What follows belongs to an exercise in optimizing a design on an open flow for small area; a production flow would make more cautious choices.
Only simulation tests tie the RTL to the original design; equivalence was not proved.
The clock port is modelled as an ideal driver; clocking choices that lean on that would not hold on a real chip.
No activity file was given, so power comes from the tool's default toggle rates.

**flow/flow/run.sh**
```bash
#!/bin/bash
# Standard ORFS flow (the standard.sh), with the port buffers and the
# clock tree built from smaller cells, and non-critical cells downsized
# after CTS (flow/post_cts.tcl).
export BUFFER_PORTS_ARGS="-buffer_cell sky130_fd_sc_hd__buf_1"
export CTS_ARGS="-sink_clustering_enable -repair_clock_nets -dont_use_dummy_load -buf_list sky130_fd_sc_hd__clkbuf_4 -sink_clustering_size 10 -sink_clustering_max_diameter 50"
export POST_CTS_TCL="$PWD/flow/post_cts.tcl"
bash standard.sh > standard.log 2>&1
```
**flow/design.v**
```verilog
module a362m (
    input  wire        clk,
    input  wire        rst_n,
    input  wire        cmd_valid,
    input  wire [39:0] cmd_word,
    output wire        cmd_ready,
    output reg         done_valid,
    output wire [2:0]  done_status,
    output reg  [15:0] rd,
    output reg  [15:0] fx,
    output reg  [15:0] fy,
    output reg  [15:0] fz,
    output reg  [15:0] ft,
    output reg  [63:0] burst_buf,
    output reg  [3:0]  bufn,
    output reg  [7:0]  want,
    output reg  [7:0]  echo,
    output reg  [2:0]  status,
    output reg  [3:0]  err,
    output wire        busy,
    output wire        cs_open,
    output wire        tx_valid,
    output wire [7:0]  tx_byte,
    input  wire        rx_valid,
    input  wire [7:0]  rx_byte,
    input  wire        bus_fail
);
    localparam [4:0] OP_RD1    = 5'h01, OP_WR1   = 5'h02, OP_RD2    = 5'h03,
                     OP_WR2    = 5'h04, OP_RDB   = 5'h05, OP_DEC    = 5'h08,
                     OP_RDS8   = 5'h09, OP_RDS12 = 5'h0A, OP_RDXYZT = 5'h0B,
                     OP_WRC    = 5'h10, OP_SETB  = 5'h11, OP_SETF   = 5'h12,
                     OP_RDF    = 5'h13, OP_MEASON= 5'h14, OP_SRESET = 5'h15,
                     OP_CFGACT = 5'h18, OP_CFGINACT = 5'h19;
    localparam [2:0] ST_OK = 3'd0, ST_TF = 3'd1, ST_VM = 3'd2, ST_IF = 3'd3,
                     ST_IC = 3'd4;
    localparam [1:0] S_IDLE = 2'd0, S_XFER = 2'd1, S_GAP = 2'd2, S_LOOP = 2'd3;
    reg [1:0]  state;
    reg [2:0]  step;
    reg [3:0]  bidx;         
    reg [4:0]  op;
    reg        al;           
    reg [7:0]  b [0:7];
    wire [39:0] c   = cmd_word;
    wire [4:0]  cop = c[39:35];
    wire z0  = (c[7:0]   == 8'd0);
    wire z1  = (c[15:8]  == 8'd0);
    wire z2  = (c[23:16] == 8'd0);
    wire z3  = (c[31:24] == 8'd0);
    wire z72 = (c[7:2]   == 6'd0);
    wire r3  = (c[34:32] == 3'd0);
    wire r2  = (c[33:32] == 2'd0);
    reg c_legal;
    always @(*) begin
        case (cop)
            OP_RD1, OP_RD2:     c_legal = r3 & z0 & z1 & z2;
            OP_WR1, OP_RDB,
            OP_WRC:             c_legal = r3 & z1 & z2;
            OP_WR2:             c_legal = r3 & z2;
            OP_DEC:             c_legal = r2 & z2 & z3;
            OP_RDS8:            c_legal = r3 & z72 & z1 & z2 & z3;
            OP_RDS12:           c_legal = r2 & z72 & z1 & z2 & z3;
            OP_RDXYZT:          c_legal = r2 & z0 & z1 & z2 & z3;
            OP_SETB, OP_RDF:    c_legal = r3 & z0 & z1;
            OP_SETF:            c_legal = r3 & z1;
            OP_MEASON,
            OP_SRESET:          c_legal = r3 & z0 & z1 & z2 & z3;
            OP_CFGACT,
            OP_CFGINACT:        c_legal = ~c[34] & ~c[32];
            default:            c_legal = 1'b0;
        endcase
    end
    wire c_ctrl_bad = !((c[31:28] == 4'h2) && (c[27:24] != 4'hF));
    reg c_inval;
    always @(*) begin
        case (cop)
            OP_RDB:      c_inval = z0 | (c[7:3] != 5'd0 && c[7:0] != 8'd8);
            OP_RDS8:     c_inval = (c[1:0] == 2'd3);
            OP_WRC, OP_SETB:
                         c_inval = c_ctrl_bad;
            OP_SETF, OP_RDF:
                         c_inval = c_ctrl_bad | z2;
            OP_CFGACT:   c_inval = (c[31:27] != 5'd0) | ~z1;
            OP_CFGINACT: c_inval = (c[31:27] != 5'd0);
            default:     c_inval = 1'b0;
        endcase
    end
    wire c_dec  = (cop == OP_DEC);
    wire c_setb = (cop == OP_SETB);
    wire c_loop = (cop == OP_SETF) | (cop == OP_RDF);
    reg [2:0] c_step;
    always @(*) begin
        case (cop)
            OP_CFGACT, OP_CFGINACT:       c_step = 3'd0;
            OP_SETB, OP_SETF, OP_MEASON:  c_step = 3'd2;
            OP_WR1, OP_WR2, OP_WRC,
            OP_SRESET:                    c_step = 3'd3;
            default:                      c_step = 3'd5;
        endcase
    end
    wire [7:0] c_b0 = c[7:0] | (c_setb ? c[23:16] : 8'h00) |
                      ((cop == OP_MEASON) ? 8'h02 : 8'h00) |
                      ((cop == OP_SRESET) ? 8'h52 : 8'h00);
    reg [7:0] c_addr;
    always @(*) begin
        case (cop)
            OP_RDS8:   c_addr = {6'b000010, c[1:0]};
            OP_RDS12:  c_addr = 8'h0E + {5'd0, c[1:0], 1'b0};
            OP_RDXYZT: c_addr = 8'h0E;
            OP_MEASON: c_addr = 8'h2D;
            OP_SRESET: c_addr = 8'h1F;
            default:   c_addr = 8'h00;
        endcase
    end
    wire [7:0] c_b1 = {c[15:12] & {4{c[34] | ~c_dec}}, c[11:8]};
    wire flag    = b[7][3];
    wire o_cfg   = (op[4:1] == 4'b1100);
    wire o_act   = o_cfg & ~op[0];
    wire o_setf  = (op == OP_SETF);
    wire o_rdf   = (op == OP_RDF);
    wire o_rdb   = (op == OP_RDB);
    wire o_xyzt  = (op == OP_RDXYZT);
    wire o_rds12 = (op == OP_RDS12);
    wire o_rds8  = (op == OP_RDS8);
    wire o_meas  = (op == OP_MEASON);
    wire o_srst  = (op == OP_SRESET);
    wire o_wr2   = (op == OP_WR2);
    wire o_rd2   = (op == OP_RD2);
    wire wr_frame = (step == 3'd0) | (step == 3'd1) | (step == 3'd3);
    wire off1     = (step == 3'd2) | (step == 3'd4);
    reg [7:0] f_addr;
    always @(*) begin
        case (step)
            3'd0: f_addr = o_act ? 8'h20 : 8'h23;
            3'd1: f_addr = o_act ? 8'h22 : 8'h25;
            3'd4: f_addr = 8'h27;
            default: f_addr = o_cfg ? 8'h27 : b[3];
        endcase
    end
    reg [2:0] f_lastj;
    always @(*) begin
        if (step == 3'd0 || (step == 3'd1 && !o_act) ||
            (step == 3'd3 && o_wr2) ||
            (step == 3'd5 && (o_rd2 || o_rds12)))
            f_lastj = 3'd1;
        else if (step == 3'd5 && o_xyzt) f_lastj = 3'd7;
        else if (step == 3'd5 && o_rdb)  f_lastj = b[7][2:0] - 3'd1;
        else f_lastj = 3'd0;
    end
    wire [7:0] p0 = (step == 3'd0) ? b[2] : b[0];
    wire [7:0] p1 = (step == 3'd0) ? b[3] : b[1];
    wire hdr = bidx[3];
    assign tx_byte = hdr ? (bidx[0] ? f_addr : {7'b0000101, ~wr_frame}) :
                     !wr_frame ? 8'h00 : (bidx[0] ? p1 : p0);
    assign tx_valid    = (state == S_XFER);
    assign cs_open     = tx_valid;
    assign cmd_ready   = (state == S_IDLE);
    assign busy        = !cmd_ready;
    assign done_status = status;
    wire last = !hdr && (bidx[2:0] == f_lastj);
    wire hmask = bidx[0] & ~flag & (o_rds12 | o_xyzt);
    wire [7:0] rx_eff = {rx_byte[7:4] & {4{~hmask}}, rx_byte[3:0]} &
                        (o_rdf ? b[2] : 8'hFF);
    wire [2:0] wj = bidx[2:0] + {2'b00, off1};
    wire aligning = !al & b[2][0];
    wire thermo_bad = |(b[2][7:1] & ~b[2][6:0]);
    wire val_bad = o_setf & |(b[0] & ~b[2]);
    wire rot0 = o_setf ? (al | b[2][0]) : (!al & !b[2][0]);
    wire need_vfy = o_cfg | ((op == OP_WRC || op == OP_SETB || o_setf) && b[3] == 8'h27);
    wire [7:0] cmp_b0 = (b[1] & ~(b[2] & {8{~o_cfg}})) | (b[0] & {8{~o_cfg}}) |
                        (o_cfg ? (op[0] ? (flag ? 8'h0C : 8'h04)
                                        : (flag ? 8'h03 : 8'h01)) : 8'h00);
    wire accept   = (state == S_IDLE) & cmd_valid;
    wire in_gap   = (state == S_GAP);
    wire in_loop  = (state == S_LOOP);
    wire loop_end = in_loop & bidx[3];
    wire commit   = (in_gap & (step == 3'd5) & ~o_rdf) | (loop_end & (step == 3'd6));
    wire vfy_end  = in_gap & (step == 3'd4);
    wire wr_end   = in_gap & (step == 3'd3) & ~need_vfy;
    wire chk_fail = in_loop & ~bidx[3] & aligning & (thermo_bad | val_bad);
    wire tf       = tx_valid & bus_fail;
    wire vm       = vfy_end & (b[0] != b[1]);
    wire fin_ic = accept & ~c_legal;
    wire fin_if = (accept & c_legal & c_inval) | chk_fail;
    wire fin    = fin_ic | fin_if | tf | commit | vfy_end | wr_end;
    wire [2:0] code = {fin_ic, fin_if | vm, fin_if | tf};
    wire en_rd   = commit & ~o_xyzt & ~o_rdb;
    wire rd_hi   = o_rd2 | o_rds12 | (op == OP_DEC);
    wire en_xyzt = commit & o_xyzt;
    wire en_rdb  = commit & o_rdb;
    wire k_rd    = rst_n & en_rd;
    wire k_rdh   = rst_n & en_rd & rd_hi;
    wire h_rd    = rst_n & ~en_rd;
    wire k_xyzt  = rst_n & en_xyzt;
    wire h_xyzt  = rst_n & ~en_xyzt;
    wire k_vfy   = rst_n & vfy_end;
    wire h_vfy   = rst_n & ~vfy_end;
    wire k_fin   = rst_n & fin;
    wire h_fin   = rst_n & ~fin;
    wire k_bn    = rst_n & en_rdb;
    wire h_bn    = rst_n & ~en_rdb;
    wire [15:0] n_rd, n_fx, n_fy, n_fz, n_ft;
    wire [7:0]  n_want, n_echo;
    wire [3:0]  n_bufn;
    wire [2:0]  n_status;
    a362m_hold #(8)  u_rdl (.s(b[0]), .q(rd[7:0]),  .k(k_rd),  .h(h_rd), .d(n_rd[7:0]));
    a362m_hold #(8)  u_rdh (.s(b[1]), .q(rd[15:8]), .k(k_rdh), .h(h_rd), .d(n_rd[15:8]));
    a362m_hold #(64) u_f   (.s({b[7], b[6], b[5], b[4], b[3], b[2], b[1], b[0]}),
                            .q({ft, fz, fy, fx}), .k(k_xyzt), .h(h_xyzt),
                            .d({n_ft, n_fz, n_fy, n_fx}));
    a362m_hold #(16) u_we  (.s({b[1], b[0]}), .q({echo, want}), .k(k_vfy), .h(h_vfy),
                            .d({n_echo, n_want}));
    a362m_hold #(4)  u_bn  (.s(bidx), .q(bufn), .k(k_bn), .h(h_bn), .d(n_bufn));
    a362m_hold #(3)  u_st  (.s(code), .q(status), .k(k_fin), .h(h_fin), .d(n_status));
    always @(posedge clk) begin
        rd   <= n_rd;
        fx   <= n_fx;
        fy   <= n_fy;
        fz   <= n_fz;
        ft   <= n_ft;
        want <= n_want;
        echo <= n_echo;
        bufn <= n_bufn;
        status <= n_status;
        err[0] <= rst_n & (err[0] | tf);
        err[1] <= rst_n & (err[1] | vm);
        err[2] <= rst_n & (err[2] | fin_if);
        err[3] <= rst_n & (err[3] | fin_ic);
        done_valid <= rst_n & fin;
    end
    genvar gi;
    generate
        for (gi = 0; gi < 8; gi = gi + 1) begin : g_burst
            wire en_i = en_rdb & (gi < bidx);
            wire k_i  = rst_n & en_i;
            wire h_i  = rst_n & ~en_i;
            wire [7:0] n_i;
            a362m_hold #(8) u_bb (.s(b[gi]), .q(burst_buf[8*gi +: 8]), .k(k_i), .h(h_i), .d(n_i));
            always @(posedge clk) burst_buf[8*gi +: 8] <= n_i;
        end
    endgenerate
    always @(posedge clk) begin
        if (!rst_n) begin
            state <= S_IDLE;
        end else begin
            case (state)
                S_IDLE: if (cmd_valid) begin
                    op    <= cop;
                    b[0]  <= c_b0;
                    b[1]  <= c_b1;
                    b[2]  <= c[23:16];
                    b[3]  <= c[31:24] | c_addr;
                    b[7][3:0] <= {(cop[4:1] == 4'b1100) ? c[33] : c[34], c[2:0]};
                    step  <= c_step;
                    bidx  <= c_loop ? 4'd0 : 4'd14;
                    al    <= 1'b0;
                    if (c_legal && !c_inval)
                        state <= c_dec ? S_GAP : c_loop ? S_LOOP : S_XFER;
                end
                S_XFER: begin
                    if (bus_fail) begin
                        state <= S_IDLE;
                    end else if (rx_valid) begin
                        if (!hdr && !wr_frame) b[wj] <= rx_eff;
                        bidx <= bidx + 4'd1;
                        if (last) state <= S_GAP;
                    end
                end
                S_LOOP: begin
                    if (!bidx[3]) begin
                        b[2] <= {b[2][0], b[2][7:1]};
                        if (rot0) b[0] <= {b[0][0], b[0][7:1]};
                        if (aligning) al <= 1'b1;
                        if (aligning && (thermo_bad || val_bad)) state <= S_IDLE;
                        bidx <= bidx + 4'd1;
                    end else if (step == 3'd6) begin
                        state <= S_IDLE;
                    end else begin
                        bidx  <= 4'd14;
                        state <= S_XFER;
                    end
                end
                S_GAP: begin
                    bidx <= 4'd14;
                    state <= S_XFER;
                    case (step)
                        3'd0: step <= 3'd1;
                        3'd1: step <= 3'd2;
                        3'd2: begin
                            b[0] <= cmp_b0;
                            step <= 3'd3;
                        end
                        3'd3: begin
                            if (need_vfy) step <= 3'd4;
                            else state <= S_IDLE;
                        end
                        3'd4: state <= S_IDLE;
                        default: begin
                            if (o_rdf) begin
                                step  <= 3'd6;
                                bidx  <= 4'd0;
                                al    <= 1'b0;
                                state <= S_LOOP;
                            end else begin
                                state <= S_IDLE;
                            end
                        end
                    endcase
                end
            endcase
        end
    end
endmodule
module a362m_hold #(parameter W = 8) (
    input  wire [W-1:0] s,
    input  wire [W-1:0] q,
    input  wire         k,
    input  wire         h,
    output wire [W-1:0] d
);
    assign d = (s & {W{k}}) | (q & {W{h}});
endmodule
```
**flow/config.mk**
```make
export PLATFORM = sky130hd
export DESIGN_NAME = a362m
export DESIGN_NICKNAME = a362m
export VERILOG_FILES = /design/flow/design.v
export SDC_FILE = /design/flow/constraint.sdc
export NUM_CORES = 4
export LEC_CHECK = 0
export CAP_MARGIN = 20
export CORE_MARGIN = 2
export CORE_UTILIZATION = 60
export PLACE_DENSITY = 0.75
export SLEW_MARGIN = 20
export SYNTH_HIERARCHICAL = 1
```
**flow/standard.sh**
```bash
#!/bin/bash
# synth_recipe.tcl (not shown) runs the flow's synth.tcl, then flattens the netlist and writes it again
# the make line also repeats each setting of config.mk as NAME=value (left out here)
make -C /OpenROAD-flow-scripts/flow DESIGN_CONFIG=/design/flow/config.mk WORK_HOME=/design/flow/orfs CLKGATE_MAP_FILE= SYNTH_SCRIPT=/design/flow/synth_recipe.tcl "${@:-finish}"
```
**flow/constraint.sdc**
```tcl
create_clock -name core_clock -period 7.0 [get_ports {clk}]
set_input_delay 1.4000 -clock core_clock [delete_from_list [all_inputs] [get_ports {clk}]]
set_output_delay 1.4000 -clock core_clock [all_outputs]
set_load 0.01 [all_outputs]
```
**flow/flow/post_cts.tcl**
```tcl
# After CTS: downsize cells off the critical paths, then repair any slew or
# capacitance limits that broke, and legalize the placement again.
estimate_parasitics -placement
repair_timing -recover_power 100 -verbose
repair_design -slew_margin 20 -cap_margin 20 -verbose
detailed_placement
check_placement -verbose
```
==> metrics.md, run 1 <==
| Metric | Value |
|---|---|
| Synth async-reset ratio | 0 |
| Routed length per placed instance | 22.3 um |
| GRT Max-Usage Layer | met2 |
| Avg Cell Area, Syn | between 10 and 15 um2 |
| Final hold viol count | 0 |
| Post-Syn Instances | just over 1000 |
| Core area | around 18000 um2 |
| Sw frac | 0.251 |
| Hold depth | 1 |
| Crit Reg-Reg Endpoint | b[2][7] |
| Adder-cell share of the synthesized area | 0.0157 |
| Combinational share of power | 0.074 |
| Worst Hold Launch | fz[13] |
| Synth-to-layout area growth | 7.95% |
| RSZ-0062 raised after global routing | false |
| Nets@finish | around 1300 |
| Cell Pwr Density | ~200 nW/um2 |
| Post-DP HPWL | around 23000 um |
| Via count | a little over 9000 |
| Met1 usage | 0.447 |
| Die area | 19700 um2 |
| #FFs+latches synth | around 250 |
| Clock insertion delay at the later pin of the skew report | ~0.67 ns |
| Design area | ~12000 um2 |
| Compound-cell area share of the yosys netlist | 0.247 |
| Setup tns final | 0 ns |
| Simple-gate area share of the yosys netlist | 0.107 |
| Worst Setup End Kind | output port |
| Worst R2R Setup Slack | between 3 and 4 ns |
| Syn Nets | roughly 1100 |
| Area occupied by multi-input gates | between 4000 and 5000 um2 |
| Hold worst-path end | fz[13] |
| M2 GR Usage | 0.493 |
| Largest net degree at the start of global routing | 62 |
| Remaining Overflow, GRT | 0 |
| Post-layout min period | between 4 and 5 ns |
| Fillcell total | between 1500 and 2000 |
| Fraction of synthesized area in multiplexers | 0.0275 |
| Final setup vio count | 0 |
| R2R cell count | 8 |
| TritonRoute pass-1 iters | 6 |
| Worst Skew | approximately 0.058 ns |
| Die Wd | between 100 and 150 um |
| Internal Power | around 1.8 mW |
| Ys Warns | 7 |
| Seq. cell area | between 5000 and 6000 um2 |
| Top Ports | 240 |
| Leakage | 4.37 nW |
| Tightest Pin Transition | roughly 1 ns |
| Period utilisation layout | 0.667 |
| Max-capacitance violation count | 0 |
| HP Class | reg -> reg |
| Core Util, Final | 0.666 |
| Post-DP Area | between 10000 and 15000 um2 |
| Die Y | between 100 and 150 um |
| Routability cong. | about 1.0 |
| Worst EP arrival | around 3.3 ns |
| Largest family of logic cells by synthesized area | compound AO/OA/AOI/OAI gates |
| Worst Path Max Fanout | 21 |
| Register area share after synthesis | 0.520 |
| Overall routing resource usage | 0.317 |
| Clk pwr share | 0.268 |
| Ys flop type | dfxtp_1 |
| Post-synth EDFFs | just under 80 |
| Slew Viols, Final | 0 |
| Peak VDD IR | 0.131 mV |
| Mapped Area | ~11000 um2 |
| Reg clk slew, reported paths | 0.10 ns |
| Layout cell share with drive strength beyond 1 | 0.0607 |
| Type of origin of the critical path | flop |
| Relative slew margins | 0.326 |
| Seq pwr share | 0.657 |
| DRT iter0 DRCs | roughly 950 |
| Crit path kind | reg -> out |
| Status | timing/DRC/antenna clean |
| Post-synth cell types | 77 |
| Xor and xnor area share after synthesis | 0.0133 |
| Vias in the first global route | 8592 |
| Starting Density | 0.617 |
| Initial antenna violation count | 2 |
| Hold slack final | 0.476 ns |
| CTS tree | yes |
| Site row count | a little under 50 |
| Critical Path RT | approximately 5.6 ns |
| Net Sw Power | 593 uW |
| Drt via density | between 6 and 7 |
| DRC viols | 0 |
| IO buf count | roughly 240 |
| Final WL | about 32000 um |
| M3 GR Usage | 0.0561 |
| Max Freq | about 210 MHz |
| First-pass GRT wire length | 49100 um |
| Final ANT Viol Nets | 0 |
| Clock Sinks | between 200 and 300 |
| RR Startpoint | step[2] |
==> cells in the final DEF, fill, tap and decap left out, types with 12 or more instances in the layout <==
cell type and instances:
nor2_1 61, dfxtp_1 174, buf_1 235, clkbuf_4 30, a21oi_1 48, a211oi_1 13, ha_1 14, a22o_1 163
nor3_1 23, xnor2_1 13, inv_1 44, o21a_1 12, o21ai_0 40, edfxtp_1 77, nand2_1 56, a31oi_1 15
==> logic make-up (layout without fill, tap and decap cells) <==
family / count (synthesis) / count (layout)
AOI/OAI and AO/OA: 362 / 362
DFF: 251 / 251
and+or+nand+nor: 227 / 227
buffers and inverters: 120 / 328
muxes: 20 / 20
xor gates and xnor gates: 17 / 17
adders and majority gates: 14 / 14
other: 0 / 2
==> state kept, by name (all words and copies together) (netlist names) <==
signal / cells
echo: 8
done_valid: 1
fx: 16
b: 64
bidx: 4
state: 2
rd: 16
al: 1
ft: 16
step: 3
bufn: 4
fy: 16
status: 3
want: 8
err: 4
op: 5
fz: 16
burst_buf: 64
==> cell usage after synthesis, drive strengths merged (7+ instances only) <==
library cell | count | area, um2
a21oi | 48 | 240
nand2 | 56 | 210
nor4 | 13 | 111
nand4 | 8 | 50.1
a31oi | 15 | 93.8
a22o | 173 | 1530
nand2b | 7 | 43.8
ha | 14 | 175
a211oi | 13 | 103
o21ai | 44 | 220
inv | 44 | 165
mux4 | 8 | 180
mux2i | 7 | 70.1
nor3 | 26 | 135
nor2 | 61 | 229
o21a | 12 | 90.1
dfxtp | 174 | 3480
o211ai | 7 | 52.6
nand3 | 11 | 60.1
buf | 49 | 509
and2 | 7 | 43.8
clkbuf | 27 | 111
edfxtp | 77 | 2310
xnor2 | 13 | 114
==> through the flow <==
step           std cells  total power [mW]  setup WS, ns
2_1_floorplan       1011              1.69          3.42
3_3_place_gp        1413              1.76          2.93
3_5_place_dp        1413              1.76          2.84
5_1_grt             1450              2.45          2.11
6_report            1450              2.37          2.33
==> critical path: stages (launching register included) <==
cell,delay (ns)
edfxtp_1,0.50
nand4bb_1,0.83
nand2b_1,0.49
o32ai_1,0.24
a21oi_1,0.11
a22o_1,0.27
buf_1,0.16
==> per-layer routing <==
layer / up-vias / wire length [um]
li1: 4259 / -
met1: 4417 / 13500
met2: 525 / 14700
met3: 78 / 3090
met4: 0 / 1020
met5: - / 0
==> power by group through the flow <==
| stage | Combinational (mW) | Clock, mW | Sequential, mW |
|---|---|---|---|
| 2_1_floorplan | 0.126 | 0 | 1.56 |
| 3_3_place_gp | 0.169 | 0 | 1.59 |
| 6_report | 0.176 | 0.634 | 1.56 |
| 3_5_place_dp | 0.171 | 0 | 1.59 |
| 5_1_grt | 0.191 | 0.699 | 1.56 |
==> layout make-up <==
class,instances,share of cell area
Antenna cell,2,0.000416
Clock buffer,30,0.0187
Inverter,44,0.0137
Multi-Input combinational cell,640,0.380
Sequential cell,251,0.481
Tap cell,229,0.0238
Timing Repair Buffer,254,0.0824
==> how the worst max path moves through the flow <==
stage	slack, ns	from	cells past startpoint	end
after floorplan	3.42	cmd_word[36]	11	status[0]
after global placement	2.93	cmd_word[37]	9	status[2]
after detailed placement	2.84	cmd_word[36]	11	status[0]
after global routing	2.11	op[1]	6	tx_byte[0]
final	2.33	op[1]	6	tx_byte[0]
==> run 2, diff against run 1 <==
--- a/flow/design.v
+++ b/flow/design.v
@@ -105,5 +105,6 @@
         case (cop)
             OP_RDS8:   c_addr = {6'b000010, c[1:0]};
-            OP_RDS12:  c_addr = 8'h0E + {5'd0, c[1:0], 1'b0};
+            OP_RDS12:  c_addr = {3'b000, c[1:0] != 2'd0, c[1:0] == 2'd0,    
+                                  c[1] ~^ c[0], ~c[0], 1'b0};
             OP_RDXYZT: c_addr = 8'h0E;
             OP_MEASON: c_addr = 8'h2D;
@@ -127,5 +128,6 @@
     wire o_rd2   = (op == OP_RD2);
     wire wr_frame = (step == 3'd0) | (step == 3'd1) | (step == 3'd3);
-    wire off1     = (step == 3'd2) | (step == 3'd4);
+    wire off1     = (step == 3'd4);
+    wire s2       = (step == 3'd2);
     reg [7:0] f_addr;
     always @(*) begin
@@ -144,5 +146,4 @@
             f_lastj = 3'd1;
         else if (step == 3'd5 && o_xyzt) f_lastj = 3'd7;
-        else if (step == 3'd5 && o_rdb)  f_lastj = b[7][2:0] - 3'd1;
         else f_lastj = 3'd0;
     end
@@ -157,9 +158,11 @@
     assign busy        = !cmd_ready;
     assign done_status = status;
-    wire last = !hdr && (bidx[2:0] == f_lastj);
+    wire [3:0] bidx_inc = bidx + 4'd1;
+    wire last = !hdr && ((step == 3'd5 && o_rdb) ? (bidx_inc[2:0] == b[7][2:0])
+                                                 : (bidx[2:0] == f_lastj));
     wire hmask = bidx[0] & ~flag & (o_rds12 | o_xyzt);
     wire [7:0] rx_eff = {rx_byte[7:4] & {4{~hmask}}, rx_byte[3:0]} &
                         (o_rdf ? b[2] : 8'hFF);
-    wire [2:0] wj = bidx[2:0] + {2'b00, off1};
+    wire [2:0] wj = {bidx[2:1], bidx[0] | off1};   
     wire aligning = !al & b[2][0];
     wire thermo_bad = |(b[2][7:1] & ~b[2][6:0]);
@@ -167,7 +170,8 @@
     wire rot0 = o_setf ? (al | b[2][0]) : (!al & !b[2][0]);
     wire need_vfy = o_cfg | ((op == OP_WRC || op == OP_SETB || o_setf) && b[3] == 8'h27);
-    wire [7:0] cmp_b0 = (b[1] & ~(b[2] & {8{~o_cfg}})) | (b[0] & {8{~o_cfg}}) |
-                        (o_cfg ? (op[0] ? (flag ? 8'h0C : 8'h04)
-                                        : (flag ? 8'h03 : 8'h01)) : 8'h00);
+    wire [7:0] rx_b0 = (rx_eff & ~(b[2] & {8{s2 & ~o_cfg}})) |
+                       (b[0] & {8{s2 & ~o_cfg}}) |
+                       ((s2 & o_cfg) ? (op[0] ? (flag ? 8'h0C : 8'h04)
+                                               : (flag ? 8'h03 : 8'h01)) : 8'h00);
     wire accept   = (state == S_IDLE) & cmd_valid;
     wire in_gap   = (state == S_GAP);
@@ -244,70 +248,78 @@
         end else begin
             case (state)
-                S_IDLE: if (cmd_valid) begin
-                    op    <= cop;
-                    b[0]  <= c_b0;
-                    b[1]  <= c_b1;
-                    b[2]  <= c[23:16];
-                    b[3]  <= c[31:24] | c_addr;
-                    b[7][3:0] <= {(cop[4:1] == 4'b1100) ? c[33] : c[34], c[2:0]};
-                    step  <= c_step;
-                    bidx  <= c_loop ? 4'd0 : 4'd14;
-                    al    <= 1'b0;
-                    if (c_legal && !c_inval)
+                S_IDLE:
+                    if (cmd_valid && c_legal && !c_inval)
                         state <= c_dec ? S_GAP : c_loop ? S_LOOP : S_XFER;
-                end
-                S_XFER: begin
-                    if (bus_fail) begin
-                        state <= S_IDLE;
-                    end else if (rx_valid) begin
-                        if (!hdr && !wr_frame) b[wj] <= rx_eff;
-                        bidx <= bidx + 4'd1;
-                        if (last) state <= S_GAP;
-                    end
-                end
-                S_LOOP: begin
+                S_XFER:
+                    if (bus_fail) state <= S_IDLE;
+                    else if (rx_valid && last) state <= S_GAP;
+                S_LOOP:
                     if (!bidx[3]) begin
-                        b[2] <= {b[2][0], b[2][7:1]};
-                        if (rot0) b[0] <= {b[0][0], b[0][7:1]};
-                        if (aligning) al <= 1'b1;
                         if (aligning && (thermo_bad || val_bad)) state <= S_IDLE;
-                        bidx <= bidx + 4'd1;
                     end else if (step == 3'd6) begin
                         state <= S_IDLE;
                     end else begin
-                        bidx  <= 4'd14;
                         state <= S_XFER;
                     end
-                end
-                S_GAP: begin
-                    bidx <= 4'd14;
-                    state <= S_XFER;
+                S_GAP:
                     case (step)
-                        3'd0: step <= 3'd1;
-                        3'd1: step <= 3'd2;
-                        3'd2: begin
-                            b[0] <= cmp_b0;
-                            step <= 3'd3;
-                        end
-                        3'd3: begin
-                            if (need_vfy) step <= 3'd4;
-                            else state <= S_IDLE;
-                        end
-                        3'd4: state <= S_IDLE;
-                        default: begin
-                            if (o_rdf) begin
-                                step  <= 3'd6;
-                                bidx  <= 4'd0;
-                                al    <= 1'b0;
-                                state <= S_LOOP;
-                            end else begin
-                                state <= S_IDLE;
-                            end
-                        end
+                        3'd3:    state <= need_vfy ? S_XFER : S_IDLE;
+                        3'd4:    state <= S_IDLE;
+                        3'd5, 3'd6, 3'd7:
+                                 state <= o_rdf ? S_LOOP : S_IDLE;
+                        default: state <= S_XFER;
                     endcase
-                end
             endcase
         end
     end
+    always @(posedge clk) begin
+        case (state)
+            S_IDLE: if (cmd_valid) begin
+                op    <= cop;
+                b[0]  <= c_b0;
+                b[1]  <= c_b1;
+                b[2]  <= c[23:16];
+                b[3]  <= c[31:24] | c_addr;
+                b[7][3:0] <= {(cop[4:1] == 4'b1100) ? c[33] : c[34], c[2:0]};
+                step  <= c_step;
+                bidx  <= c_loop ? 4'd0 : 4'd14;
+                al    <= 1'b0;
+            end
+            S_XFER: begin
+                if (!bus_fail && rx_valid) begin
+                    if (!hdr && !wr_frame) begin
+                        if (wj == 3'd0) b[0] <= rx_b0;
+                        else b[wj] <= rx_eff;
+                    end
+                    bidx <= bidx_inc;
+                end
+            end
+            S_LOOP: begin
+                if (!bidx[3]) begin
+                    b[2] <= {b[2][0], b[2][7:1]};
+                    if (rot0) b[0] <= {b[0][0], b[0][7:1]};
+                    if (aligning) al <= 1'b1;
+                    bidx <= bidx_inc;
+                end else begin
+                    bidx <= 4'd14;
+                end
+            end
+            S_GAP: begin
+                bidx <= 4'd14;
+                case (step)
+                    3'd0: step <= 3'd1;
+                    3'd1: step <= 3'd2;
+                    3'd2: step <= 3'd3;
+                    3'd3: step <= 3'd4;
+                    3'd4: ;
+                    default: begin
+                        step <= 3'd6;
+                        bidx <= 4'd0;
+                        al   <= 1'b0;
+                    end
+                endcase
+            end
+        endcase
+    end
 endmodule
 module a362m_hold #(parameter W = 8) (
==> metrics.md, run 2 <==
| Metric | Value |
|---|---|
| Top Registers | b (64), burst_buf (64) (unchanged) |
| Type of origin of the critical path | flop (unchanged) |
| Slew Viols, Final | 0 (unchanged) |
| Leakage | 4.36 nW (was 4.37 nW) |
| End point of the critical path | tx_byte[0] (unchanged) |
| Period utilisation layout | 0.651 (was 0.667) |
| Setup tns final | 0 ns (unchanged) |
| Routed length per placed instance | 23.9 um (was 22.3 um) |
| Top cells by count, synth | dfxtp_1 (174), a22o_1 (164), nor2_1 (80) (was dfxtp_1 (174), a22o_1 (163), edfxtp_1 (77)) |
| Top cell type's share of synthesized area | 0.314 (was 0.312) |
| Met1 usage | 0.483 (was 0.447) |
| Starting Density | 0.615 (was 0.617) |
| Ys Warns | 7 (unchanged) |
| Die area | 19600 um2 (was 19700 um2) |
| Routability cong. | 1.02 (was 1.00) |
| Worst Path Max Fanout | 9 (was 21) |
| TritonRoute pass-1 iters | 6 (unchanged) |
| Design Power | 2.40 mW (was 2.37 mW) |
| Syn Nets | 1080 (was 1078) |
| HP Class | reg -> reg (unchanged) |
| CTS tree | yes (unchanged) |
| Synth top area cells | dfxtp_1 (31%), edfxtp_1 (21%), a22o_1 (13%) (unchanged) |
| Reg clk slew, reported paths | 0.11 ns (was 0.10 ns) |
| R2R cell count | 8 (unchanged) |
| Top Ports | 240 (unchanged) |
| Post-Syn Instances | 1017 (was 1011) |
| Core area | 18000 um2 (was 18100 um2) |
| Final hold viol count | 0 (unchanged) |
| M3 GR Usage | 0.0674 (was 0.0561) |
| Relative slew margins | 0.257 (was 0.326) |
| Most common cell after layout, fill and taps aside | buf_1 (unchanged) |
| Max Freq | 219 MHz (was 214 MHz) |
| Status | timing/DRC/antenna clean (unchanged) |
| Post-synth EDFFs | 77 (unchanged) |
| Final ANT Viol Nets | 0 (unchanged) |
| Drt via density | 6.62 (was 6.40) |
| Final Worst Setup Slack | 2.44 ns (was 2.33 ns) |
| Synth async-reset ratio | 0 (unchanged) |
| Peak VDD IR | 0.162 mV (was 0.131 mV) |
| Worst R2R Setup Slack | 2.95 ns (was 3.42 ns) |
| Cell Pwr Density | 200 nW/um2 (was 196 nW/um2) |
| Final setup vio count | 0 (unchanged) |
| Crit. Startpoint | op[3] (was op[1]) |
| Register area share after synthesis | 0.523 (was 0.520) |
| RR Startpoint | step[0] (was step[2]) |
| RSZ-0062 raised after global routing | false (unchanged) |
| GRT Max-Usage Layer | met2 (unchanged) |
| First-pass GRT wire length | 52300 um (was 49100 um) |
| Crit Reg-Reg Endpoint | fx[8] (was b[2][7]) |
| Area occupied by multi-input gates | 4590 um2 (was 4570 um2) |
| Synth-to-layout area growth | 8.29% (was 7.95%) |
| Nets@finish | 1280 (was 1288) |
| Critical Path RT | 5.60 ns (about the same) |
| Die Wd | 140 um (about the same) |
| Overall routing resource usage | 0.341 (was 0.317) |
| #FFs+latches synth | 251 (unchanged) |
| Die Y | 140 um (about the same) |
| Seq. cell area | 5800 um2 (unchanged) |
| M2 GR Usage | 0.517 (was 0.493) |
| DRT iter0 DRCs | 1083 (was 947) |
| Remaining Overflow, GRT | 0 (unchanged) |
| Hold depth | 1 (unchanged) |
| Count leader, synth | dfxtp_1 (unchanged) |
| Clock insertion delay at the later pin of the skew report | 0.72 ns (was 0.67 ns) |
| Avg Cell Area, Syn | 10.9 um2 (was 11.0 um2) |
| Ys flop type | dfxtp_1 (unchanged) |
| Largest net degree at the start of global routing | 55 (was 62) |
| Worst EP arrival | 3.16 ns (was 3.27 ns) |
| Post-synth cell types | 76 (was 77) |
| Fillcell total | 1455 (was 1511) |
| Site row count | 49 (unchanged) |
| Core Util, Final | 0.666 (about the same) |
| Tightest Pin Transition | 1.10 ns (was 1.01 ns) |
| Final WL | 34600 um (was 32300 um) |
| Most frequent cells in the layout | buf_1 (234), dfxtp_1 (174), a22o_1 (164) (was buf_1 (235), dfxtp_1 (174), a22o_1 (163)) |
| Mapped Area | 11100 um2 (was 11200 um2) |
| Post-DP HPWL | 25800 um (was 23400 um) |
| Synth area leader | dfxtp_1 (unchanged) |
| Initial antenna violation count | 2 (unchanged) |
| DRC viols | 0 (unchanged) |
| Post-layout min period | 4.56 ns (was 4.67 ns) |
| Layout cell share with drive strength beyond 1 | 0.0626 (was 0.0607) |
| Crit path kind | reg -> out (unchanged) |
| Worst Setup End Kind | output port (unchanged) |
| Worst Skew | 0.129 ns (was 0.0582 ns) |
| IO buf count | 239 (unchanged) |
| Via count | 9575 (was 9279) |
| Vias in the first global route | 8866 (was 8592) |
| Place WS | 2.74 ns (was 2.84 ns) |
| Clock Sinks | 251 (unchanged) |
| Max-capacitance violation count | 0 (unchanged) |
-- run 2: changes by cell type in the layout (fill, tap and decap cells not counted), sizes merged, moves of 7 or more --
| cell | delta |
|---|---|
| a31oi | -7 |
| inv | -13 |
| nor2 | +19 |
| nor3 | -8 |
| o21a | -9 |
| o21ai | -9 |
| xnor2 | -8 |
-- run 2: worst min-delay path by stage --
stage                       start       endpoint  slack, ns
finish                     ft[12]         ft[12]       0.47
global route                fy[7]          fy[7]       0.49
detailed placement  burst_buf[57]  burst_buf[57]       0.45
global placement           err[1]         err[1]       0.45
floorplan                 bidx[3]        bufn[3]       0.47
-- run 2: cells by family (layout without fill, tap and decap cells) --
| group | Yosys count | in the layout | synth area share |
|---|---|---|---|
| AOI/OAI and AO/OA | 360 | 360 | 0.251 |
| DFF | 251 | 251 | 0.523 |
| and+or+nand+nor | 251 | 251 | 0.111 |
| buffers and inverters | 112 | 310 | 0.0659 |
| muxes | 18 | 18 | 0.0255 |
| xor gates and xnor gates | 15 | 15 | 0.0119 |
| adders and majority gates | 10 | 10 | 0.0113 |
| other | 0 | 2 | 0 |
-- run 2: layout make-up --
type	count	area share
Sequential cell	251	0.483
Multi-Input combinational cell	654	0.382
Timing Repair Buffer	248	0.0818
Tap cell	229	0.0239
Clock buffer	30	0.0188
Inverter	32	0.0100
Antenna cell	2	0.000417
-- run 2: through the flow --
stage,cells,cell area [um2],hold slack (ns)
floorplan,1017,11100,0.468
global placement,1411,11700,0.450
detailed placement,1411,11700,0.451
global route,1445,12000,0.487
finish,1446,12000,0.472
-- run 2: metal layers --
| layer | wire length (um) | vias up | part of all wire |
|---|---|---|---|
| met4 | 1520 | 0 | 0.044 |
| met3 | 3780 | 105 | 0.11 |
| li1 | - | 4270 | - |
| met5 | 0 | - | 0 |
| met1 | 14100 | 4481 | 0.41 |
| met2 | 15200 | 719 | 0.44 |
-- run 2: critical path: stages, from the launching register on --
cell and delay [ns]:
edfxtp_1 0.55, nor4bb_1 0.93, nand2b_1 0.21, o221ai_1 0.22, o21ai_0 0.11, a22o_1 0.28
buf_1 0.15
-- run 2: where the power goes --
part           switching (mW)  leakage (nW)  internal (mW)
sequential             0.0513          2.13           1.52
clock                   0.448         0.138          0.196
combinational           0.124          2.10         0.0617
==> run 3, diff against run 2 <==
==> flow/flow/run.sh (replaced) <==
#!/bin/bash
# Standard ORFS flow (the standard.sh), with the port buffers and the
# clock tree built from smaller cells, and non-critical cells downsized
# after CTS (flow/post_cts.tcl).
export BUFFER_PORTS_ARGS="-buffer_cell sky130_fd_sc_hd__buf_1"
export CTS_ARGS="-sink_clustering_enable -repair_clock_nets -dont_use_dummy_load -buf_list sky130_fd_sc_hd__clkbuf_4 -sink_clustering_size 9 -sink_clustering_max_diameter 45"
export POST_CTS_TCL="$PWD/flow/post_cts.tcl"
bash standard.sh > standard.log 2>&1
==> metrics.md, run 3 <==
| Metric | Value |
|---|---|
| Layout cell share with drive strength beyond 1 | 0.0656 (was 0.0626) |
| Post-layout min period | 4.42 ns (was 4.56 ns) |
| Synth-to-layout area growth | 8.58% (was 8.29%) |
| Routed length per placed instance | 24.0 um (was 23.9 um) |
| Routability cong. | 1.02 (unchanged) |
| Worst Skew | 0.0778 ns (was 0.129 ns) |
| Final Worst Setup Slack | 2.58 ns (was 2.44 ns) |
| Post-Syn Instances | 1017 (unchanged) |
| Peak VDD IR | 0.180 mV (was 0.162 mV) |
| RSZ-0062 raised after global routing | false (unchanged) |
| Post-DP Area | 11700 um2 (unchanged) |
| Most common cell after layout, fill and taps aside | buf_1 (unchanged) |
| Place WS | 2.74 ns (unchanged) |
| Critical Path RT | 5.60 ns (about the same) |
| Remaining Overflow, GRT | 0 (unchanged) |
| Site row count | 49 (unchanged) |
| Mapped Area | 11100 um2 (unchanged) |
| Initial antenna violation count | 2 (unchanged) |
| Die Y | 140 um (unchanged) |
| Slew Viols, Final | 0 (unchanged) |
| Design Power | 2.45 mW (was 2.40 mW) |
| Synth async-reset ratio | 0 (unchanged) |
| Fillcell total | 1452 (was 1455) |
| Register area share after synthesis | 0.523 (unchanged) |
| Area occupied by multi-input gates | 4580 um2 (was 4590 um2) |
| Top Ports | 240 (unchanged) |
| Type of origin of the critical path | flop (unchanged) |
| Worst path cell trace | nor4bb_1 -> nand2b_1 -> o221ai_1 -> o21ai_0 -> a22o_1 -> buf_1 (unchanged) |
| Die Wd | 140 um (unchanged) |
| Slowest cell on crit path | nor4bb_1 (unchanged) |
| TritonRoute pass-1 iters | 6 (unchanged) |
| Synth area leader | dfxtp_1 (unchanged) |
| Via count | 9642 (was 9575) |
| Syn Nets | 1080 (unchanged) |
| Max Freq | 226 MHz (was 219 MHz) |
| Nets@finish | 1285 (was 1280) |
| Max-capacitance violation count | 0 (unchanged) |
| Count leader, synth | dfxtp_1 (unchanged) |
| Relative slew margins | 0.160 (was 0.257) |
| DRT iter0 DRCs | 1185 (was 1083) |
| Ys flop type | dfxtp_1 (unchanged) |
| HP Class | reg -> reg (unchanged) |
| Ys Warns | 7 (unchanged) |
| Clock insertion delay at the later pin of the skew report | 0.62 ns (was 0.72 ns) |
| Worst Setup End Kind | output port (unchanged) |
| Final WL | 34800 um (was 34600 um) |
| Avg Cell Area, Syn | 10.9 um2 (unchanged) |
| Tightest Pin Transition | 1.25 ns (was 1.10 ns) |
| Final ANT Viol Nets | 0 (unchanged) |
| Period utilisation layout | 0.631 (was 0.651) |
| Post-DP HPWL | 25800 um (unchanged) |
| Seq. cell area | 5800 um2 (unchanged) |
| IO buf count | 239 (unchanged) |
| Overall routing resource usage | 0.344 (was 0.341) |
| Vias in the first global route | 8819 (was 8866) |
| Leakage | 4.39 nW (was 4.36 nW) |
| Most frequent cells in the layout | buf_1 (234), dfxtp_1 (174), a22o_1 (164) (unchanged) |
| Worst Path Max Fanout | 9 (unchanged) |
| Final setup vio count | 0 (unchanged) |
| #FFs+latches synth | 251 (unchanged) |
| DRC viols | 0 (unchanged) |
| Cell Pwr Density | 204 nW/um2 (was 200 nW/um2) |
| Drt via density | 6.65 (was 6.62) |
| Core Util, Final | 0.668 (was 0.666) |
| Worst EP arrival | 3.02 ns (was 3.16 ns) |
| Post-synth cell types | 76 (unchanged) |
| Status | timing/DRC/antenna clean (unchanged) |
| Clock Sinks | 251 (unchanged) |
| Core area | 18000 um2 (unchanged) |
| Reg clk slew, reported paths | 0.09 ns (was 0.11 ns) |
| First-pass GRT wire length | 52300 um (about the same) |
| Setup tns final | 0 ns (unchanged) |
| Top Registers | b (64), burst_buf (64) (unchanged) |
| Starting Density | 0.615 (unchanged) |
| CP max stage delay | 0.89 ns (was 0.93 ns) |
| Design area | 12000 um2 (about the same) |
| CTS tree | yes (unchanged) |
| Top cell type's share of synthesized area | 0.314 (unchanged) |
| Synth top area cells | dfxtp_1 (31%), edfxtp_1 (21%), a22o_1 (13%) (unchanged) |
| Die area | 19600 um2 (unchanged) |
| Post-synth EDFFs | 77 (unchanged) |
| Final hold viol count | 0 (unchanged) |
| Largest net degree at the start of global routing | 55 (unchanged) |
| Crit path kind | reg -> out (unchanged) |
| Top cells by count, synth | dfxtp_1 (174), a22o_1 (164), nor2_1 (80) (unchanged) |
==> run 3: cells by family (layout without fill, tap and decap cells) <==
group / count (synthesis) / count (layout) / share of synthesized area
AOI/OAI and AO/OA: 360 / 360 / 0.251
xor gates and xnor gates: 15 / 15 / 0.0119
adders and majority gates: 10 / 10 / 0.0113
buffers and inverters: 112 / 315 / 0.0659
DFF: 251 / 251 / 0.523
muxes: 18 / 18 / 0.0255
other: 0 / 2 / 0
and+or+nand+nor: 251 / 251 / 0.111
==> run 3: final cells by class <==
type                            count  area share
Clock buffer                       35      0.0218
Tap cell                          229      0.0238
Inverter                           32     0.00998
Timing Repair Buffer              248      0.0816
Multi-Input combinational cell    654       0.381
Sequential cell                   251       0.482
Antenna cell                        2    0.000416
==> run 3: per-layer routing <==
layer,part of all wire,track usage,wire length (um),up-vias
li1,-,-,-,4282
met1,0.40,0.488,14100,4506
met2,0.44,0.515,15200,736
met3,0.11,0.0697,3910,118
met4,0.048,0.152,1680,0
met5,0,0,0,-
==> run 3: path summary, 6_finish.rpt <==
path / from / to / slack (ns) / cells past startpoint
setup / recovery: op[3] / tx_byte[0] / 2.58 / 6
hold / removal: burst_buf[17] / burst_buf[17] / 0.47 / 1
setup reg to reg: step[0] / fy[14] / 2.94 / 8
hold reg to reg: burst_buf[17] / burst_buf[17] / 0.47 / 1
==> run 3: worst max-delay path: cells and delay by family, from the launching register on <==
| kind | cells | cell delay [ns] |
|---|---|---|
| simple gates | 2 | 1.11 |
| compound gates | 3 | 0.61 |
| flops | 1 | 0.53 |
| buf+inv | 1 | 0.15 |
==> run 3: through the flow <==
stage,hold slack [ns],std cells
finish,0.471,1451
floorplan,0.468,1017
global placement,0.450,1411
global route,0.486,1450
detailed placement,0.451,1411
==> run 3: power by group <==
| group | internal (mW) | switching (mW) |
|---|---|---|
| clock | 0.231 | 0.463 |
| sequential | 1.52 | 0.0515 |
| combinational | 0.0616 | 0.124 |
| total | 1.81 | 0.639 |
==> run 4, diff against run 3 <==
==> flow/run.sh (new file) <==
#!/bin/bash
# synth_recipe.tcl (not shown) runs the flow's synth.tcl, then flattens the netlist and writes it again
# the make line also repeats each setting of config.mk as NAME=value (left out here)
make -C /OpenROAD-flow-scripts/flow DESIGN_CONFIG=/design/flow/config.mk WORK_HOME=/design/flow/orfs CLKGATE_MAP_FILE= SYNTH_SCRIPT=/design/flow/synth_recipe.tcl finish
removed: flow/flow/run.sh
removed: flow/flow/post_cts.tcl
removed: flow/standard.sh
==> metrics.md, run 4 <==
| Metric | Value |
|---|---|
| Fraction of synthesized area in multiplexers | 0.0255 (unchanged) |
| Place WS | 2.31 ns (was 2.74 ns) |
| Cell Pwr Density | 229 nW/um2 (was 204 nW/um2) |
| First-pass GRT wire length | 58100 um (was 52300 um) |
| Clock insertion delay at the later pin of the skew report | 0.54 ns (was 0.62 ns) |
| Worst Skew | 0.0184 ns (was 0.0778 ns) |
| Leakage | 5.24 nW (was 4.39 nW) |
| Post-DP Area | 13200 um2 (was 11700 um2) |
| Starting Density | 0.615 (unchanged) |
| Routability cong. | 1.03 (was 1.02) |
| Via count | 10100 (was 9642) |
| Status | timing/DRC/antenna clean (unchanged) |
| Post-synth EDFFs | 77 (unchanged) |
| Worst EP arrival | 3.49 ns (was 3.02 ns) |
| Slew Viols, Final | 0 (unchanged) |
| Peak VDD IR | 0.282 mV (was 0.180 mV) |
| Simple-gate area share of the yosys netlist | 0.111 (unchanged) |
| Register area share after synthesis | 0.523 (unchanged) |
| Top cell type's share of synthesized area | 0.314 (unchanged) |
| Relative slew margins | 0.268 (was 0.160) |
| Critical Path RT | 5.60 ns (about the same) |
| Max Freq | 205 MHz (was 226 MHz) |
| Final setup vio count | 0 (unchanged) |
| Largest net degree at the start of global routing | 65 (was 55) |
| Placed Cells incl. Taps | 1415 (was 1411) |
| Final hold viol count | 0 (unchanged) |
| Most frequent cells in the layout | clkdlybuf4s50_1 (239), dfxtp_1 (174), a22o_1 (164) (was buf_1 (234), dfxtp_1 (174), a22o_1 (164)) |
| Area occupied by multi-input gates | 4580 um2 (about the same) |
| Synth-to-layout area growth | 27.8% (was 8.58%) |
| Synth top area cells | dfxtp_1 (31%), edfxtp_1 (21%), a22o_1 (13%) (unchanged) |
| Worst Path Max Fanout | 22 (was 9) |
| Final Worst Setup Slack | 2.11 ns (was 2.58 ns) |
| Design area | 14200 um2 (was 12000 um2) |
| RSZ-0062 raised after global routing | false (unchanged) |
| Clock Sinks | 251 (unchanged) |
| CP Buf/Inv Count | 1 (unchanged) |
| Vias in the first global route | 9677 (was 8819) |
| Largest family of logic cells by synthesized area | compound AO/OA/AOI/OAI gates (unchanged) |
| TritonRoute pass-1 iters | 8 (was 6) |
| DRT iter0 DRCs | 1318 (was 1185) |
| Hold slack final | 0.468 ns (was 0.471 ns) |
| Synth area leader | dfxtp_1 (unchanged) |
| Die Wd | 140 um (unchanged) |
| Synth async-reset ratio | 0 (unchanged) |
| Crit path kind | reg -> out (unchanged) |
| #FFs+latches synth | 251 (unchanged) |
| Worst Setup End Kind | output port (unchanged) |
| Post-layout min period | 4.89 ns (was 4.42 ns) |
| CTS tree | yes (unchanged) |
| Core Util, Final | 0.786 (was 0.668) |
| Post-Syn Instances | 1017 (unchanged) |
| Top cells by count, synth | dfxtp_1 (174), a22o_1 (164), nor2_1 (80) (unchanged) |
| Type of origin of the critical path | flop (unchanged) |
| Reg clk slew, reported paths | 0.06 ns (was 0.09 ns) |
| Fillcell total | 1168 (was 1452) |
| HP Class | reg -> reg (unchanged) |
| Post-route insts no fill | 1462 (was 1451) |
| Worst path cell trace | nor3_2 -> mux4_2 -> a21oi_1 -> a31oi_1 -> clkdlybuf4s50_1 (was nor4bb_1 -> nand2b_1 -> o221ai_1 -> o21ai_0 -> a22o_1 -> buf_1) |
| Site row count | 49 (unchanged) |
| Period utilisation layout | 0.698 (was 0.631) |
| Die Y | 140 um (unchanged) |
| Worst path top cell family by delay | simple AND/OR/NAND/NOR gates (unchanged) |
| Design Power | 3.24 mW (was 2.45 mW) |
| Hold-fix buffers at CTS | 0 |
| H-tree depth | 1 |
| DRC viols | 0 (unchanged) |
| Slowest cell on crit path | nor3_2 (was nor4bb_1) |
| Layout cell share with drive strength beyond 1 | 0.0706 (was 0.0656) |
| CP max stage delay | 0.87 ns (was 0.89 ns) |
| Adder-cell share of the synthesized area | 0.0113 (unchanged) |
| Final WL | 38600 um (was 34800 um) |
| N_diodes | 0 (was 2) |
| CTS resizes | 0 |
| Top Ports | 240 (unchanged) |
| Most common cell after layout, fill and taps aside | clkdlybuf4s50_1 (was buf_1) |
| Die area | 19600 um2 (unchanged) |
| Post-DP HPWL | 26900 um (was 25800 um) |
| Post-synth cell types | 76 (unchanged) |
| Setup Fix Bufs, Post-CTS | 0 |
| Tightest Pin Transition | 1.10 ns (was 1.25 ns) |
| Routed length per placed instance | 26.4 um (was 24.0 um) |
| Mapped Area | 11100 um2 (unchanged) |
| Overall routing resource usage | 0.379 (was 0.344) |
| Syn Nets | 1080 (unchanged) |
| Clock tree buffer depth | 3 |
| Core area | 18000 um2 (unchanged) |
| Ys Warns | 7 (unchanged) |
| Avg Cell Area, Syn | 10.9 um2 (unchanged) |
| Top Registers | b (64), burst_buf (64) (unchanged) |
| Final ANT Viol Nets | 0 (unchanged) |
| Count leader, synth | dfxtp_1 (unchanged) |
| Drt via density | 6.88 (was 6.65) |
| Nets@finish | 1277 (was 1285) |
| Compound-cell area share of the yosys netlist | 0.251 (unchanged) |
| Ys flop type | dfxtp_1 (unchanged) |
| IO buf count | 239 (unchanged) |
| Setup tns final | 0 ns (unchanged) |
| Initial antenna violation count | 0 (was 2) |
| Xor and xnor area share after synthesis | 0.0119 (unchanged) |
| Number of CTS-inserted buffers | 26 |
| Seq. cell area | 5800 um2 (unchanged) |
| Remaining Overflow, GRT | 0 (unchanged) |
| Root Driver | clkbuf_16 |
| Max-capacitance violation count | 0 (unchanged) |
## run 4: cell counts after synthesis
No cell type changed its count.
## run 4: layer usage
| layer | vias to the layer above | track usage | share of wire | routed length (um) |
|---|---|---|---|---|
| li1 | 4272 | - | - | - |
| met1 | 4820 | 0.505 | 0.38 | 14500 |
| met5 | - | 0 | 0 | 0 |
| met3 | 139 | 0.0704 | 0.12 | 4450 |
| met4 | 0 | 0.141 | 0.041 | 1590 |
| met2 | 821 | 0.621 | 0.47 | 18000 |
## run 4: final cells by class
type                       count  share of cell area
multi-input combinational    654               0.324
tap                          229              0.0202
sequential                   251               0.409
clock inverter                10             0.00822
clock buffer                  37              0.0559
timing repair buffer         249               0.174
inverter                      32             0.00848
## run 4: power breakdown
group          internal [mW]  switching [mW]  total, mW
logic                 0.0878           0.125      0.213
registers               1.52          0.0530       1.57
clock network          0.865           0.592       1.46
total                   2.47           0.770       3.24
## run 4: worst paths after layout
check	startpoint	end	slack (ns)	cells past startpoint
worst min-delay path	fz[11]	fz[11]	0.47	1
worst max-delay path	step[2]	tx_byte[1]	2.11	5
worst max register to register	step[0]	burst_buf[5]	3.04	7
worst min register to register	fz[11]	fz[11]	0.47	1
## run 4: kinds of logic (layout without fill, tap and decap cells)
group / after synthesis / count (layout)
DFF: 251 / 251
xor gates and xnor gates: 15 / 15
AOI/OAI and AO/OA: 360 / 360
buffers and inverters: 112 / 328
muxes: 18 / 18
and+or+nand+nor: 251 / 251
adders and majority gates: 10 / 10
## run 4: worst register-to-register path: stages, from the launching register on
cell and delay [ns]:
edfxtp_1 0.64, nor2b_1 0.63, nand3_1 0.15, a21oi_1 0.63, and3_1 0.40, nand2_1 0.33
a21oi_1 0.81, a22o_1 0.30
==> run 5, diff against run 4 <==
==> flow/flow/run.sh (new file) <==
#!/bin/bash
# The standard flow (standard.sh) with these changes:
#  - synthesis: the standard flow's own synthesis script (synth_recipe.tcl), except that
#    ABC maps the logic with an area-oriented script (flow/area.abc, hooked
#    in by flow/abc_override.tcl); the registers are not touched
#  - input and output port buffers: sky130_fd_sc_hd__buf_1
#  - clock tree: clkbuf_4 buffers, no dummy loads
#  - after CTS: non-critical cells downsized (flow/post_cts.tcl)
# Each tool's output is logged by ORFS under orfs/logs; make's is in
# standard.log.
set -euo pipefail
HERE=$PWD
{
  printf 'set ::env(MY_ABC_SCRIPT) {%s}\n' "$HERE/flow/area.abc"
  cat flow/abc_override.tcl
  cat synth_recipe.tcl
} > synth_area.tcl
sed "s#SYNTH_SCRIPT=[^ ]*#SYNTH_SCRIPT=$HERE/synth_area.tcl#" standard.sh > standard_area.sh
grep -q "SYNTH_SCRIPT=$HERE/synth_area.tcl" standard_area.sh
export BUFFER_PORTS_ARGS="-buffer_cell sky130_fd_sc_hd__buf_1"
export CTS_ARGS="-sink_clustering_enable -repair_clock_nets -dont_use_dummy_load -buf_list sky130_fd_sc_hd__clkbuf_4 -sink_clustering_size 9 -sink_clustering_max_diameter 45"
export POST_CTS_TCL="$HERE/flow/post_cts.tcl"
bash standard_area.sh > standard.log 2>&1
==> flow/flow/abc_override.tcl (new file) <==
# ABC maps the logic between the registers with flow/area.abc, an
# area-oriented script, in place of ORFS's speed script; every other
# argument of the call is kept.
proc abc {args} {
  set i [lsearch -exact $args -script]
  if {$i >= 0} {
    set args [lreplace $args [expr {$i + 1}] [expr {$i + 1}] $::env(MY_ABC_SCRIPT)]
  }
  yosys abc {*}$args
}
==> flow/flow/area.abc (new file) <==
strash
&get -n
&fraig -x
&put
scorr
dc2
strash
&get -n
&st
&syn2
&dch -f
&nf -a -R 1000
&put
==> flow/flow/post_cts.tcl (new file) <==
# After CTS: downsize cells off the critical paths, then repair any slew or
# capacitance limits that broke, and legalize the placement again.
estimate_parasitics -placement
repair_timing -recover_power 100 -verbose
repair_design -slew_margin 20 -cap_margin 20 -verbose
detailed_placement
check_placement -verbose
==> flow/standard.sh (new file) <==
#!/bin/bash
# synth_recipe.tcl (not shown) runs the flow's synth.tcl, then flattens the netlist and writes it again
# the make line also repeats each setting of config.mk as NAME=value (left out here)
make -C /OpenROAD-flow-scripts/flow DESIGN_CONFIG=/design/flow/config.mk WORK_HOME=/design/flow/orfs CLKGATE_MAP_FILE= SYNTH_SCRIPT=/design/flow/synth_recipe.tcl "${@:-finish}"
removed: flow/run.sh
==> metrics.md, run 5 <==
| Metric | Value |
|---|---|
| Die area | 18100 um2 (was 19600 um2) |
| Metal2 WL | 14600 um (was 18000 um) |
| Met1 wire length | 12900 um (was 14500 um) |
| Post-synth EDFFs | 77 (unchanged) |
| Internal Power | 1.83 mW (was 2.47 mW) |
| Peak VDD IR | 0.124 mV (was 0.282 mV) |
| IO buf count | 239 (unchanged) |
| Worst Setup End Kind | output port (unchanged) |
| Clock insertion delay at the later pin of the skew report | 0.69 ns (was 0.54 ns) |
| DRC viols | 0 (unchanged) |
| Drt via density | 6.46 (was 6.88) |
| Top Ports | 240 (unchanged) |
| Crit path kind | reg -> out (unchanged) |
| Top cell type's share of synthesized area | 0.341 (was 0.314) |
| Die Y | 135 um (was 140 um) |
| Most common cell after layout, fill and taps aside | buf_1 (was clkdlybuf4s50_1) |
| #FFs+latches synth | 251 (unchanged) |
| Remaining Overflow, GRT | 0 (unchanged) |
| Die Wd | 135 um (was 140 um) |
| Tightest Pin Transition | 1.09 ns (was 1.10 ns) |
| TritonRoute pass-1 iters | 5 (was 8) |
| Overall routing resource usage | 0.351 (was 0.379) |
| Worst Path Max Fanout | 8 (was 22) |
| Syn Nets | 978 (was 1080) |
| Top sig layer | met4 (unchanged) |
| Relative slew margins | 0.262 (was 0.268) |
| CP Buf/Inv Count | 1 (unchanged) |
| RR Startpoint | state[0] (was step[0]) |
| Clk pwr share | 0.287 (was 0.449) |
| Worst Skew | 0.129 ns (was 0.0184 ns) |
| Top cells by count, synth | dfxtp_1 (174), a22o_1 (172), edfxtp_1 (77) (was dfxtp_1 (174), a22o_1 (164), nor2_1 (80)) |
| Final WL | 32300 um (was 38600 um) |
| Hold slack final | 0.475 ns (was 0.468 ns) |
| Synth-to-layout area growth | 14.8% (was 27.8%) |
| End point of the critical path | tx_byte[1] (unchanged) |
| Routed length per placed instance | 22.7 um (was 26.4 um) |
| Period utilisation layout | 0.645 (was 0.698) |
| Register area share after synthesis | 0.567 (was 0.523) |
| Count leader, synth | dfxtp_1 (unchanged) |
| Worst Hold Launch | fz[11] (unchanged) |
| Crit Reg-Reg Endpoint | b[2][3] (was burst_buf[5]) |
| DRT iter0 DRCs | 1035 (was 1318) |
| Status | timing/DRC/antenna clean (unchanged) |
| Crit. Startpoint | op[1] (was step[2]) |
| RSZ-0062 raised after global routing | false (unchanged) |
| Final hold viol count | 0 (unchanged) |
| Max-capacitance violation count | 0 (unchanged) |
| Synth area leader | dfxtp_1 (unchanged) |
| Slew Viols, Final | 0 (unchanged) |
| Reg clk slew, reported paths | 0.09 ns (was 0.06 ns) |
| Type of origin of the critical path | flop (unchanged) |
| Initial antenna violation count | 1 (was 0) |
| Synth async-reset ratio | 0 (unchanged) |
| Cell Pwr Density | 210 nW/um2 (was 229 nW/um2) |
| Post-synth cell types | 54 (was 76) |
| Worst R2R Setup Slack | 2.83 ns (was 3.04 ns) |
| R2R cell count | 8 (was 7) |
| Leakage | 4.24 nW (was 5.24 nW) |
| Via count | 9179 (was 10100) |
| Worst EP arrival | 3.11 ns (was 3.49 ns) |
| Ys flop type | dfxtp_1 (unchanged) |
| Final setup vio count | 0 (unchanged) |
| Avg Cell Area, Syn | 11.2 um2 (was 10.9 um2) |
| Most frequent cells in the layout | buf_1 (235), dfxtp_1 (174), a22o_1 (172) (was clkdlybuf4s50_1 (239), dfxtp_1 (174), a22o_1 (164)) |
| CP max stage delay | 0.96 ns (was 0.87 ns) |
| Setup tns final | 0 ns (unchanged) |
| Post-Syn Instances | 915 (was 1017) |
| Post-layout min period | 4.51 ns (was 4.89 ns) |
| Fillcell total | 1328 (was 1168) |
| CP Depth | 7 (was 5) |
| Routability cong. | 0.959 (was 1.03) |
| Critical Path RT | 5.60 ns (about the same) |
| First-pass GRT wire length | 49300 um (was 58100 um) |
| Clock Sinks | 251 (unchanged) |
| Layout cell share with drive strength beyond 1 | 0.0450 (was 0.0706) |
| Nets@finish | 1265 (was 1277) |
| DR WL met3 | 3690 um (was 4450 um) |
| Post-DP HPWL | 23400 um (was 26900 um) |
| Top Registers | b (64), burst_buf (64) (unchanged) |
| Largest net degree at the start of global routing | 50 (was 65) |
| CTS tree | yes (unchanged) |
| Vias in the first global route | 8677 (was 9677) |
| Ys Warns | 7 (unchanged) |
| Slowest cell on crit path | nor4bb_1 (was nor3_2) |
| Mapped Area | 10200 um2 (was 11100 um2) |
| Final ANT Viol Nets | 0 (unchanged) |
| Core area | 16600 um2 (was 18000 um2) |
| Cell mode on critical path | nand2_1 |
| Site row count | 47 (was 49) |
| Max Freq | 222 MHz (was 205 MHz) |
| Worst path top cell family by delay | simple AND/OR/NAND/NOR gates (unchanged) |
| Synth top area cells | dfxtp_1 (34%), edfxtp_1 (23%), a22o_1 (15%) (was dfxtp_1 (31%), edfxtp_1 (21%), a22o_1 (13%)) |
| Combinational share of power | 0.075 (was 0.066) |
| Seq pwr share | 0.638 (was 0.485) |
| Net Sw Power | 635 uW (was 770 uW) |
| HP Class | reg -> reg (unchanged) |
| Starting Density | 0.614 (was 0.615) |
| Sw frac | 0.258 (was 0.237) |
| Worst path cell trace | nor4bb_1 -> nand2_1 -> o21ai_0 -> nand2_1 -> o21bai_1 -> a22o_1 -> buf_1 (was nor3_2 -> mux4_2 -> a21oi_1 -> a31oi_1 -> clkdlybuf4s50_1) |
==> run 5: cells by family (layout without fill, tap and decap cells) <==
kind of cell / Yosys count / after routing / share of synthesized area
mux: 14 / 14 / 0.0235
fa+ha+maj: 10 / 10 / 0.0122
simple gates: 225 / 225 / 0.107
flops: 251 / 251 / 0.567
other cells: 0 / 1 / 0
xor+xnor: 14 / 14 / 0.0120
compound gates: 363 / 363 / 0.263
buf+inv: 38 / 323 / 0.0154
==> run 5: power groups by stage <==
stage,combinational [mW],sequential (mW),clock [mW]
after global routing,0.201,1.57,0.755
after floorplan,0.109,1.58,0
after global placement,0.177,1.60,0
final,0.185,1.57,0.706
after detailed placement,0.179,1.60,0
==> run 5: area by class of cell <==
| type | instances | area [um2] | share of cell area |
|---|---|---|---|
| Clock buffer | 37 | 278 | 0.0237 |
| Antenna cell | 1 | 2.50 | 0.000213 |
| Timing Repair Buffer | 252 | 982 | 0.0837 |
| Inverter | 34 | 128 | 0.0109 |
| Tap cell | 220 | 275 | 0.0234 |
| Multi-Input combinational cell | 626 | 4280 | 0.365 |
| Sequential cell | 251 | 5800 | 0.494 |
==> run 5: per-stage QoR <==
step / cell area [um2] / setup WS [ns] / power [mW] / utilization / cells
after floorplan: 10200 / 1.69 / 1.69 / - / 915
after global placement: 11500 / 2.44 / 1.78 / 0.689 / 1380
after detailed placement: 11500 / 2.30 / 1.78 / 0.689 / 1381
after global routing: 11700 / 2.34 / 2.53 / 0.706 / 1421
final: 11700 / 2.49 / 2.46 / 0.706 / 1421
==> run 5: worst min path at each step <==
stage	end	depth (start not counted)	slack, ns
2_1_floorplan	burst_buf[32]	1	0.48
3_3_place_gp	err[1]	1	0.45
3_5_place_dp	burst_buf[11]	1	0.45
5_1_grt	burst_buf[56]	1	0.49
6_report	fz[11]	1	0.47
==> run 5: per-layer routing <==
layer,track usage,vias to the layer above
li1,-,4144
met1,0.494,4351
met2,0.544,601
met3,0.0631,83
met4,0.139,0
met5,0,-

==> re-timing with driven ports <==
The results above use ideal ports. As a check the final layouts listed here were re-extracted and re-timed, cells and wires unchanged.
Step 1 (the two cells are an assumption about what drives the block):
set clk [get_ports {clk}]
set_driving_cell -lib_cell sky130_fd_sc_hd__clkbuf_16 $clk
set_driving_cell -lib_cell sky130_fd_sc_hd__buf_2 [delete_from_list [all_inputs] $clk]
Step 2, shift: input delay + t, output delay - t, t = (earliest + latest rising clock arrival at the registers) / 2. This alone moves slack from input paths to output paths.
a / b / c = ideal ports / drivers / drivers and shift; a / b = the first two.
run	shift t [ns]	setup slack, ns	hold slack, ns
run 1	0.680	2.329 / 2.287 / 2.660	0.476 / 0.476 / 0.476
run 2	0.699	2.442 / 2.398 / 2.617	0.472 / 0.472 / 0.472
run 3	0.639	2.582 / 2.537 / 2.629	0.471 / 0.471 / 0.471
run 4	0.575	2.112 / 2.064 / 2.261	0.468 / 0.468 / 0.468
run 5	0.663	2.487 / 2.447 / 2.240	0.475 / 0.475 / 0.475
After both steps every run listed still meets setup and hold. For run 5, which loses most, drivers alone change the setup slack by -0.040 ns; drivers and shift together by -0.247 ns.
